What follows belongs to an exercise in optimizing a design on an open flow for small area; a production flow would make more cautious choices. In this exercise RTL edits were held to simulation tests only and were not proved equivalent to the original. Power is estimated from default activity; no workload was simulated.

## try-umber
Design spinor_cmd, start of the top module:
module spinor_cmd (
    input  wire        clk,
    input  wire        rst_n,
    input  wire [1:0]  ev_kind,
    input  wire [1:0]  ev_wcode,
    input  wire [7:0]  ev_data,
    output reg         rx_valid,
    output reg  [7:0]  rx_data,
    output wire [3:0]  warn,
    output wire        sink_valid,
    output wire [24:0] sink_off,
    output wire [25:0] sink_len,
    output wire [2:0]  width_hint,
    output wire [24:0] mem_addr,
    input  wire [7:0]  mem_rdata,
    output reg         mem_we,
    output reg  [7:0]  mem_wdata,
    output reg         ers_valid,
    output wire [24:0] ers_base,
    output wire [25:0] ers_len
);
clock: 10.0 ns
lec_check: 0
cap_margin: 20
core_margin: 2
core_utilization: 65
slew_margin: 20
standard.sh (not shown) runs the stock make flow with config.mk's settings and CLKGATE_MAP_FILE= SYNTH_SCRIPT=/design/flow/synth_recipe.tcl, a recipe that flattens the netlist after the stock synthesis.
==> flow/flow/run.sh <==
#!/bin/bash
# Own layout flow:
#  1. the standard synthesis (standard.sh synth), unchanged;
#  2. the combinational logic between its registers re-mapped for area with
#     ABC (three rounds of four seeds, each round starting from the smallest
#     netlist so far; remap.abc with @SEED@ set); the
#     registers keep their instances, names and cell types, and the result is
#     proved equal to the standard netlist (if the proof fails the standard
#     netlist is kept);
#  3. the standard ORFS layout (standard.sh) with buf_1 port buffers, a tie
#     cell per eight loads instead of one per load, and a clock tree of
#     clkbuf_8 buffers without dummy loads.
# Each tool's full output goes to a log_*.txt file in the work folder.
set -uo pipefail
W=$(pwd)
F=$W/flow
R=$W/orfs/results/$FLOW_PLATFORM/spinor_cmd/base
YOSYS=$FLOW_HOME/../tools/install/yosys/bin/yosys
LIB=$FLOW_HOME/platforms/$FLOW_PLATFORM/lib/sky130_fd_sc_hd__tt_025C_1v80.lib

bash standard.sh synth > $W/log_1_synth.txt 2>&1 || { echo "standard synthesis failed"; exit 1; }
cp $R/1_2_yosys.v $W/synth_standard.v

subst() {  # template, output, input netlist, output netlist, abc script
  sed -e "s#@LIB@#$LIB#g" -e "s#@IN@#$3#g" -e "s#@OUT@#$4#g" \
      -e "s#@ABC@#$5#g" -e "s#@TOP@#$FLOW_TOP#g" "$1" > "$2"
}
area() { awk '/Chip area/ {print $NF}' "$1.stat" 2>/dev/null; }
# rounds of four seeds each, every round starting from the smallest netlist so far
best=$W/synth_standard.v; best_area=""
for round in 1 2 3; do
  for s in 0 1 2 3; do
    out=$W/synth_r${round}_s$s.v
    seed=$(( round * 4 + s ))
    sed "s/@SEED@/$seed/" $F/remap.abc > $W/remap_r${round}_s$s.abc
    subst $F/remap.ys $W/remap_r${round}_s$s.ys $best $out $W/remap_r${round}_s$s.abc
    $YOSYS -s $W/remap_r${round}_s$s.ys > $W/log_2_remap_r${round}_s$s.txt 2>&1 &
  done
  wait
  for s in 0 1 2 3; do
    out=$W/synth_r${round}_s$s.v; a=$(area $out)
    echo "remap round $round seed $s: area ${a:-failed}"
    if [[ -n "$a" ]] && { [[ -z "$best_area" ]] || awk "BEGIN{exit !($a < $best_area)}"; }; then best=$out; best_area=$a; fi
  done
done
if [[ -n "$best_area" ]]; then
  subst $F/equiv.ys $W/equiv.ys $W/synth_standard.v $best ""
  if $YOSYS -s $W/equiv.ys > $W/log_3_equiv.txt 2>&1; then
    echo "re-mapped netlist $(basename $best) (area $best_area) proved equal; using it"
    cp $best $R/1_2_yosys.v
    rm -f $R/1_synth.odb $R/1_synth.sdc
  else
    echo "equivalence not proved; keeping the standard netlist"
  fi
fi

export BUFFER_PORTS_ARGS="-buffer_cell sky130_fd_sc_hd__buf_1"
export SKIP_REPAIR_TIE_FANOUT=1
export POST_FLOORPLAN_TCL=$F/ties.tcl
export CTS_ARGS="-sink_clustering_enable -repair_clock_nets -dont_use_dummy_load -buf_list {sky130_fd_sc_hd__clkbuf_8}"
bash standard.sh > $W/log_4_layout.txt 2>&1 || { echo "layout failed"; tail -20 $W/log_4_layout.txt; exit 1; }
echo "layout done"
==> flow/flow/remap.abc <==
strash
&get -n
&deepsyn -J 30 -S @SEED@
&put
dch -f
amap -F 3 -A 8
mfs2
strash
dch -f
amap -F 3 -A 8
==> flow/flow/ties.tcl <==
# Tie cells: the outputs tied to one constant are shared out, in name order,
# among tie cells of at most 8 loads each (ORFS's own step, skipped with
# SKIP_REPAIR_TIE_FANOUT, gives every load its own tie cell; one tie cell for
# all of them makes one long net across the die).
set tie_group 8
set block [ord::get_db_block]
set master [[ord::get_db] findMaster sky130_fd_sc_hd__conb_1]
set ties {}
foreach inst [$block getInsts] {
  if {[[$inst getMaster] getName] == "sky130_fd_sc_hd__conb_1"} { lappend ties $inst }
}
set k 0
foreach tie $ties {
  foreach pin {LO HI} {
    set net [[$tie findITerm $pin] getNet]
    if {$net == "NULL"} { continue }
    set names {}
    foreach bt [$net getBTerms] { lappend names [$bt getName] }
    set n 0
    set cur_net $net
    foreach name [lsort -dictionary $names] {
      if {$n > 0 && $n % $tie_group == 0} {
        set inst [odb::dbInst_create $block $master "tie_share_$k"]
        set cur_net [odb::dbNet_create $block "tie_share_net_$k"]
        [$inst findITerm $pin] connect $cur_net
        incr k
      }
      if {$cur_net != $net} {
        set bt [$block findBTerm $name]
        $bt disconnect
        $bt connect $cur_net
      }
      incr n
    }
  }
}
puts "tie cells added: $k"
Other scripts of this flow, unchanged in this note and not shown: flow/flow/equiv.ys, flow/flow/remap.ys
Edits applied to the flow inputs when going from try-umber to try-xenon:
-- flow/config.mk --
<<< try-umber, line 10
export CORE_UTILIZATION = 65
>>> try-xenon, line 10
export CORE_UTILIZATION = 55
Notes after the runs:
Re critical path depth: no difference whatsoever between try-xenon and try-umber. try-xenon improves on try-umber in total routed wirelength. Lower number of placed cells counting well taps was reported by try-umber, not try-xenon. Relative to try-umber, hold slack decreased by 0.0047 ns in try-xenon. When the final numbers for try-xenon and try-umber were put side by side, the met2 capacity usage during global routing turned out to be greater in try-umber. The via count reported for try-xenon is lower than the one for try-umber. try-xenon has completed all stages; timing, DRC and antenna checks passed.
diff inputs: try-xenon => try-garnet
-- flow/flow/run.sh --
<<< try-xenon, line 6
#     netlist so far; remap.abc with @SEED@ set); the
>>> try-garnet, line 6
#     netlist so far); the
<<< try-xenon, line 10
#  3. the standard ORFS layout (standard.sh) with buf_1 port buffers, a tie
#     cell per eight loads instead of one per load, and a clock tree of
>>> try-garnet, line 10
#  3. the standard ORFS layout (standard.sh) with buf_1 port buffers, one tie
#     cell per constant instead of one per load, and a clock tree of
<<< try-xenon, line 34
    seed=$(( round * 4 + s ))
    sed "s/@SEED@/$seed/" $F/remap.abc > $W/remap_r${round}_s$s.abc
    subst $F/remap.ys $W/remap_r${round}_s$s.ys $best $out $W/remap_r${round}_s$s.abc
>>> try-garnet, line 34
    subst $F/remap.ys $W/remap_r${round}_s$s.ys $best $out $F/remap$s.abc
<<< try-xenon, line 59
export POST_FLOORPLAN_TCL=$F/ties.tcl
>>> try-garnet, line 57
==> flow/flow/remap0.abc (new file) <==
strash
&get -n
&deepsyn -J 30 -S 0
&put
dch -f
amap -F 3 -A 8
mfs2
strash
dch -f
amap -F 3 -A 8
==> flow/flow/remap1.abc (new file) <==
strash
&get -n
&deepsyn -J 30 -S 1
&put
dch -f
amap -F 3 -A 8
mfs2
strash
dch -f
amap -F 3 -A 8
==> flow/flow/remap2.abc (new file) <==
strash
&get -n
&deepsyn -J 30 -S 2
&put
dch -f
amap -F 3 -A 8
mfs2
strash
dch -f
amap -F 3 -A 8
==> flow/flow/remap3.abc (new file) <==
strash
&get -n
&deepsyn -J 30 -S 3
&put
dch -f
amap -F 3 -A 8
mfs2
strash
dch -f
amap -F 3 -A 8
-- flow/config.mk --
<<< try-xenon, line 10
export CORE_UTILIZATION = 55
>>> try-garnet, line 10
export CORE_UTILIZATION = 40
export GPL_TIMING_DRIVEN = 0
removed: flow/flow/remap.abc
removed: flow/flow/ties.tcl
### Flow results
clkinv_1 as the slowest cell on the critical path was reported by try-garnet, and nor2_1 by try-xenon.
Compared try-garnet against try-xenon; mean cell area of the mapped netlist within noise.
Taking try-xenon over try-garnet, the power density over cell area ratio works out to 0.943.
For routed length on met1, dividing the value from try-xenon by the value from try-garnet gives 0.853.
Diff try-xenon -> try-garnet: final net count stayed essentially flat; share of power burned in the clock network fell by 1.7 points; cell area after synthesis rose by 1.2%.
Setup changes, try-garnet to try-raven
-- flow/flow/run.sh --
<<< try-garnet, line 6
#     netlist so far); the
>>> try-raven, line 6
#     netlist so far; remap.abc with @SEED@ set); the
<<< try-garnet, line 10
#  3. the standard ORFS layout (standard.sh) with buf_1 port buffers, one tie
#     cell per constant instead of one per load, and a clock tree of
>>> try-raven, line 10
#  3. the standard ORFS layout (standard.sh) with buf_1 port buffers, a tie
#     cell per eight loads instead of one per load, and a clock tree of
<<< try-garnet, line 34
    subst $F/remap.ys $W/remap_r${round}_s$s.ys $best $out $F/remap$s.abc
>>> try-raven, line 34
    seed=$(( round * 4 + s ))
    sed "s/@SEED@/$seed/" $F/remap.abc > $W/remap_r${round}_s$s.abc
    subst $F/remap.ys $W/remap_r${round}_s$s.ys $best $out $W/remap_r${round}_s$s.abc
<<< try-garnet, line 57
>>> try-raven, line 59
export POST_FLOORPLAN_TCL=$F/ties.tcl
==> flow/flow/remap.abc (new file) <==
strash
&get -n
&deepsyn -J 30 -S @SEED@
&put
dch -f
amap -F 3 -A 8
mfs2
strash
dch -f
amap -F 3 -A 8
==> flow/flow/ties.tcl (new file) <==
# Tie cells: the outputs tied to one constant are shared out, in name order,
# among tie cells of at most 8 loads each (ORFS's own step, skipped with
# SKIP_REPAIR_TIE_FANOUT, gives every load its own tie cell; one tie cell for
# all of them makes one long net across the die).
set tie_group 8
set block [ord::get_db_block]
set master [[ord::get_db] findMaster sky130_fd_sc_hd__conb_1]
set ties {}
foreach inst [$block getInsts] {
  if {[[$inst getMaster] getName] == "sky130_fd_sc_hd__conb_1"} { lappend ties $inst }
}
set k 0
foreach tie $ties {
  foreach pin {LO HI} {
    set net [[$tie findITerm $pin] getNet]
    if {$net == "NULL"} { continue }
    set names {}
    foreach bt [$net getBTerms] { lappend names [$bt getName] }
    set n 0
    set cur_net $net
    foreach name [lsort -dictionary $names] {
      if {$n > 0 && $n % $tie_group == 0} {
        set inst [odb::dbInst_create $block $master "tie_share_$k"]
        set cur_net [odb::dbNet_create $block "tie_share_net_$k"]
        [$inst findITerm $pin] connect $cur_net
        incr k
      }
      if {$cur_net != $net} {
        set bt [$block findBTerm $name]
        $bt disconnect
        $bt connect $cur_net
      }
      incr n
    }
  }
}
puts "tie cells added: $k"
-- flow/config.mk --
<<< try-garnet, line 11
export GPL_TIMING_DRIVEN = 0
>>> try-raven, line 11
removed: flow/flow/remap0.abc
removed: flow/flow/remap1.abc
removed: flow/flow/remap2.abc
removed: flow/flow/remap3.abc
Results
- try-raven against try-garnet: half-perimeter wire length of the detailed placement result moved down, count of multi-input combinational gates level, share of final layout cell area taken by clock buffers and inverters level, floorplan die width moved down, critical path arrival moved down.
- The setup slack after layout of try-raven was superior to that of try-garnet.
- try-raven vs try-garnet: area enclosed by the die boundary down slightly
- try-raven: flow completed, timing, DRC and antenna clean
- Area after synthesis in try-raven vs try-garnet: down 81 sq um
- Looking at classification of the worst setup path, the input pin to output port result is from try-raven; the input pin to flop one comes from try-garnet.

==> static timing again, ports no longer ideal <==
No port has a modelled driver above. Below, the same layouts with a new extraction and two added sets of constraints. Step 1 (the two cells are an assumption about what drives the block):
set clk [get_ports {clk}]
set_driving_cell -lib_cell sky130_fd_sc_hd__clkbuf_16 $clk
set_driving_cell -lib_cell sky130_fd_sc_hd__buf_2 [delete_from_list [all_inputs] $clk]
Step 2, shift: input delay + t, output delay - t, t = (earliest + latest rising clock arrival at the registers) / 2. This alone moves slack from input paths to output paths. a / b / c = no drivers / after step 1 / after step 2; a / b = the first two.
run	t, ns	slack for setup (ns)	hold slack, ns	worst setup path at the end	pins driven straight from the clock port
try-umber	0.498	2.128 / 2.105 / 1.901	0.462 / 0.462 / 0.462	input to register	1
try-xenon	0.481	2.133 / 2.111 / 1.974	0.457 / 0.457 / 0.457	input to register	1
try-garnet	0.489	1.382 / 1.360 / 0.908	0.480 / 0.480 / 0.480	input to register	1
try-raven	0.489	2.168 / 2.144 / 2.098	0.462 / 0.462 / 0.462	input to register	1
After both steps setup and hold are still met in every run listed. For try-garnet, which loses most, drivers alone change the setup slack by -0.022 ns; drivers and shift together by -0.474 ns.
